Background: an optimization exercise with open tools, aiming at small area. Do not read the settings as production practice.
Function was checked by simulation only, so behaviour that the tests miss may differ from the original.

==> v38: inputs <==
## kbd_scan_react
module kbd_scan_react (
    input  wire        clk,
    input  wire        rst,
    input  wire        cmd_valid,
    input  wire [7:0]  cmd,
    output wire        cmd_ready,
    output wire [7:0]  row_n,
    input  wire [7:0]  col_n,
    input  wire [31:0] rnd_data,
    output wire        rnd_take,
    output wire [17:0] ev,
    output wire        led_valid,
    output wire [23:0] led_data,
    output wire        draw_valid,
    output wire [1:0]  draw_sprite,
    output wire [2:0]  fault
);
    localparam [3:0] S_IDLE = 4'd0,  S_INIT = 4'd1,  S_SCAN = 4'd2,  S_DB   = 4'd3,
                     S_EP   = 4'd4,  S_LKM  = 4'd5,  S_KS   = 4'd6,  S_LT   = 4'd7,
                     S_LU   = 4'd8,  S_L0   = 4'd9,  S_L1   = 4'd10, S_LF   = 4'd11,
                     S_LM   = 4'd12, S_DT   = 4'd13;
    reg [3:0]  st;
    reg        run;       
    reg        h;         
    reg        t;         
    reg [5:0]  p;         
    reg        q_hi;      
    reg [2:0]  q_lo;
    reg [1:0]  mode;
    reg        c_hi;      
    reg [2:0]  c_lo;
    reg        seeded;
    reg        scanned;   
    reg        fresh;     
    reg [1:0]  dmode;     
    reg        sd;        
    reg [7:0]  ph;        
    reg        lz;
    reg [1:0]  sprite;
    reg        dz;
    reg        dv;
    reg        ev_v, ev_k;
    reg [2:0]  ev_r, ev_c;
    reg [1:0]  flt;       
    reg [63:0]  r_b, r_c0, r_c1, r_c2, r_c3;
    reg [71:0]  lr;
    reg [31:0]  dr;
    reg [7:0]   lc;
    wire halted  = |flt;
    wire p_last  = (p == 6'd63);
    wire p_half  = (p[4:0] == 5'd31);
    wire q_last  = q_hi && (q_lo == 3'd5);
    wire accept  = cmd_valid && (st == S_IDLE) && p_last;
    wire       hb = r_b[0];
    wire [3:0] hc = {r_c3[0], r_c2[0], r_c1[0], r_c0[0]};
    wire       evk = (hc == 4'd15);
    wire       sel_rot = (p[3] == h);
    wire       hs = scanned & ~col_n[p[2:0]];    
    wire       db_on = h && (p[3] == t);         
    reg        nb;
    reg [3:0]  nc;
    reg        pop_now;
    always @* begin
        nb = hb; nc = hc;
        pop_now = 1'b0;
        case (st)
        S_INIT: begin nb = 1'b0; nc = 4'd0; end
        S_DB:   if (db_on) begin
                    if (hs == hb) nc = 4'd0;
                    else if (hc == 4'd14) begin nb = hs; nc = 4'd15; end
  ...
clock: 14.0 ns
lec_check: 0
cap_margin: 20
core_margin: 2
core_utilization: 60
place_density: 0.75
slew_margin: 20
standard.sh (not shown) runs the stock make flow with config.mk's settings and CLKGATE_MAP_FILE= SYNTH_SCRIPT=/design/flow/synth_recipe.tcl, a recipe that flattens the netlist after the stock synthesis.
==> flow/flow/run.sh <==
#!/bin/bash
# Layout flow: the standard synthesis, then an area-oriented re-mapping of
# its combinational logic with ABC (eight random seeds of &deepsyn, the
# smallest result kept; flip-flops untouched; the result is proven equivalent
# to the standard netlist with Yosys, and the standard netlist is used if
# anything fails), then the standard layout steps with these changes:
# port buffers use buf_1, and clock tree synthesis uses clkbuf_8 with sink
# clusters of at most 20 flip-flops and no dummy loads.
set -euo pipefail
HERE=$(pwd)
R=$HERE/orfs/results/$FLOW_PLATFORM/kbd_scan_react/base
LIB=$FLOW_HOME/platforms/$FLOW_PLATFORM/lib/sky130_fd_sc_hd__tt_025C_1v80.lib
YOSYS=$FLOW_HOME/../tools/install/yosys/bin/yosys
[ -x "$YOSYS" ] || YOSYS=yosys
export CTS_ARGS="-sink_clustering_enable -repair_clock_nets -dont_use_dummy_load -buf_list sky130_fd_sc_hd__clkbuf_8 -sink_clustering_size 20 -sink_clustering_max_diameter 60"
export BUFFER_PORTS_ARGS="-buffer_cell sky130_fd_sc_hd__buf_1"

bash standard.sh synth > standard_synth.log 2>&1
cp "$R/1_2_yosys.v" "$HERE/std_1_2_yosys.v"

DU=$(sed -n '/^export DONT_USE_CELLS/,/^#/p' "$FLOW_HOME/platforms/$FLOW_PLATFORM/config.mk" \
     | grep -o 'sky130_fd_sc_hd__[a-z0-9_]*' | sed 's/^/-dont_use /' | tr '\n' ' ')
best=""; best_area=""
for S in 0 1 2 3 4 5 6 7; do
  sed -e "s#@SEED@#$S#" flow/area.abc > "area$S.abc"
  sed -e "s#@LIB@#$LIB#g" -e "s#@IN@#$HERE/std_1_2_yosys.v#" -e "s#@OUT@#$HERE/resynth$S.v#" \
      -e "s#@ABC@#$HERE/area$S.abc#" -e "s#@TOP@#$FLOW_TOP#g" -e "s#@DONTUSE@#$DU#" \
      -e "s#@STAT@#$HERE/resynth_stat$S.txt#" flow/resynth.ys > "resynth$S.ys"
  "$YOSYS" -q -l "resynth$S.log" "resynth$S.ys" > /dev/null 2>&1 &
done
wait || true
for S in 0 1 2 3 4 5 6 7; do
  a=$(grep -o "Chip area for module .*: [0-9.]*" "resynth_stat$S.txt" 2>/dev/null | awk '{print $NF}' || true)
  [ -n "$a" ] || continue
  if [ -z "$best" ] || awk "BEGIN{exit !($a < $best_area)}"; then best=$S; best_area=$a; fi
done
echo "seed areas:" $(grep -ho "Chip area for module .*: [0-9.]*" resynth_stat*.txt | awk '{print $NF}') "kept seed $best" > resynth_choice.txt

ok=0
if [ -n "$best" ]; then
  cp "resynth$best.v" resynth.v
  sed -e "s#@LIB@#$LIB#g" -e "s#@GOLD@#$HERE/std_1_2_yosys.v#" -e "s#@GATE@#$HERE/resynth.v#" \
      -e "s#@TOP@#$FLOW_TOP#g" flow/equiv.ys > equiv.ys
  sed -e "s#@LIB@#$LIB#g" -e "s#@GATE@#$HERE/resynth.v#" -e "s#@TOP@#$FLOW_TOP#g" flow/check.ys > check.ys
  if "$YOSYS" -q -l check.log check.ys > /dev/null 2>&1 && \
     "$YOSYS" -q -l equiv.log equiv.ys > /dev/null 2>&1; then ok=1; fi
fi
if [ $ok = 1 ]; then
  cp "$HERE/resynth.v" "$R/1_2_yosys.v"
  rm -f "$R/1_synth.odb" "$R/1_synth.sdc"
  echo "using the re-mapped netlist" > netlist_choice.txt
else
  echo "re-mapping failed; using the standard netlist" > netlist_choice.txt
fi

bash standard.sh > standard.log 2>&1
==> flow/flow/area.abc <==
strash
&get -n
&deepsyn -J 100 -T 1200 -S @SEED@
&put
dch -f
amap
strash
dch -f
amap
topo
Other scripts of this flow, unchanged in this note and not shown: flow/flow/check.ys, flow/flow/equiv.ys, flow/flow/resynth.ys
==> inputs of v1, as changes to v38 <==
--- a/flow/design.v
+++ b/flow/design.v
@@ -211,11 +211,11 @@
                 st <= S_IDLE;
         end
     endtask
     always @(posedge clk) begin
         if (rst) begin
-            st <= S_INIT;
+            st <= S_INIT; run <= 1'b0; h <= 1'b0; t <= 1'b0;
             p <= 6'd0; q_hi <= 1'b0; q_lo <= 3'd0;
             mode <= 2'd0; c_hi <= 1'b0; c_lo <= 3'd0; lz <= 1'b1;
             seeded <= 1'b0; scanned <= 1'b0; fresh <= 1'b1; dmode <= 2'd0; sd <= 1'b0; ph <= 8'd0;
             sprite <= 2'd0; dz <= 1'b1; dv <= 1'b0;
             ev_v <= 1'b0; ev_k <= 1'b0; ev_r <= 3'd0; ev_c <= 3'd0; flt <= 2'd0;
==> flow/flow/run.sh (replaced) <==
#!/bin/bash
# Layout flow: the standard synthesis, then an area-oriented re-mapping of
# its combinational logic (flip-flops untouched, equivalence proven with Yosys;
# the standard netlist is used if anything fails), then the standard layout
# steps with these changes: port buffers use buf_1, and clock tree synthesis
# uses clkbuf_8 with smaller sink clusters and no dummy loads.
set -euo pipefail
HERE=$(pwd)
R=$HERE/orfs/results/$FLOW_PLATFORM/kbd_scan_react/base
LIB=$FLOW_HOME/platforms/$FLOW_PLATFORM/lib/sky130_fd_sc_hd__tt_025C_1v80.lib
YOSYS=$FLOW_HOME/../tools/install/yosys/bin/yosys
[ -x "$YOSYS" ] || YOSYS=yosys
export CTS_ARGS="-sink_clustering_enable -repair_clock_nets -dont_use_dummy_load -buf_list sky130_fd_sc_hd__clkbuf_8 -sink_clustering_size 20 -sink_clustering_max_diameter 50"
export BUFFER_PORTS_ARGS="-buffer_cell sky130_fd_sc_hd__buf_1"

bash standard.sh synth > standard_synth.log 2>&1
cp "$R/1_2_yosys.v" "$HERE/std_1_2_yosys.v"

DU=$(sed -n '/^export DONT_USE_CELLS/,/^#/p' "$FLOW_HOME/platforms/$FLOW_PLATFORM/config.mk" \
     | grep -o 'sky130_fd_sc_hd__[a-z0-9_]*' | sed 's/^/-dont_use /' | tr '\n' ' ')
sed -e "s#@LIB@#$LIB#g" -e "s#@IN@#$HERE/std_1_2_yosys.v#" -e "s#@OUT@#$HERE/resynth.v#" \
    -e "s#@ABC@#$HERE/flow/area.abc#" -e "s#@TOP@#$FLOW_TOP#g" -e "s#@DONTUSE@#$DU#" \
    -e "s#@STAT@#$HERE/resynth_stat.txt#" flow/resynth.ys > resynth.ys
sed -e "s#@LIB@#$LIB#g" -e "s#@GOLD@#$HERE/std_1_2_yosys.v#" -e "s#@GATE@#$HERE/resynth.v#" \
    -e "s#@TOP@#$FLOW_TOP#g" flow/equiv.ys > equiv.ys
sed -e "s#@LIB@#$LIB#g" -e "s#@GATE@#$HERE/resynth.v#" -e "s#@TOP@#$FLOW_TOP#g" flow/check.ys > check.ys
if "$YOSYS" -q -l resynth.log resynth.ys > /dev/null 2>&1 && \
   "$YOSYS" -q -l check.log check.ys > /dev/null 2>&1 && \
   "$YOSYS" -q -l equiv.log equiv.ys > /dev/null 2>&1; then
  cp "$HERE/resynth.v" "$R/1_2_yosys.v"
  rm -f "$R/1_synth.odb" "$R/1_synth.sdc"
  echo "using the re-mapped netlist" > netlist_choice.txt
else
  echo "re-mapping failed; using the standard netlist" > netlist_choice.txt
fi

bash standard.sh > standard.log 2>&1
==> flow/flow/area.abc (replaced) <==
strash
dch -f
amap
strash
dch -f
amap
topo
==> impl_metrics.prom <==
# TYPE chip_impl_metric gauge
chip_impl_metric{name="seqAreaFraction",unit="%"} 68.0
chip_impl_info{name="outcome",value="finished clean"} 1
chip_impl_metric{name="worst-r2r-cell-count",unit=""} 23
chip_impl_metric{name="die_width",unit="um"} 153
chip_impl_metric{name="stdcell_count",unit=""} 1600
chip_impl_metric{name="grt_pass1_vias",unit=""} 7676
chip_impl_metric{name="clock_cell_area_share",unit="%"} 2.98
chip_impl_metric{name="finalClockSkew",unit="ns"} 0.0694
# the run above: v38

==> impl_metrics.prom <==
# TYPE chip_impl_metric gauge
chip_impl_metric{name="nWellTaps",unit=""} 319
chip_impl_metric{name="die_width",unit="um"} 159
chip_impl_info{name="layout_commonest_cell",value="sky130_fd_sc_hd__dfxtp_1"} 1
chip_impl_metric{name="stdcell_count",unit=""} 1856
chip_impl_metric{name="worst-r2r-cell-count",unit=""} 21
chip_impl_info{name="outcome",value="finished clean"} 1
chip_impl_metric{name="grt_pass1_vias",unit=""} 9193
chip_impl_metric{name="num-nonclk-inverters",unit=""} 119
chip_impl_metric{name="layout_sequential_cell_count",unit=""} 484
# the run above: v1

## afterwards: timing with drivers on the ports
In the flow no input, the clock included, has a driving cell. The finished layouts below were timed again as built, in two steps.
Step 1 assumes that a clkbuf_16 drives the clock port and a buf_2 every other input.
Step 2 also shifts input and output timing later by t, the mid clock arrival at the registers, as if the neighbouring blocks saw the same clock.
Slacks: no drivers / after step 1 / after step 2; pairs: no drivers / after step 1.
| run | shift t [ns] | setup WS [ns] | clock arrival spread, ns |
|---|---|---|---|
| v38 | 0.613 | 5.693 / 5.655 / 6.268 | 0.077 / 0.078 |
| v1 | 0.551 | 5.328 / 5.284 / 5.835 | 0.083 / 0.083 |
After both steps setup and hold are still met in every run listed.
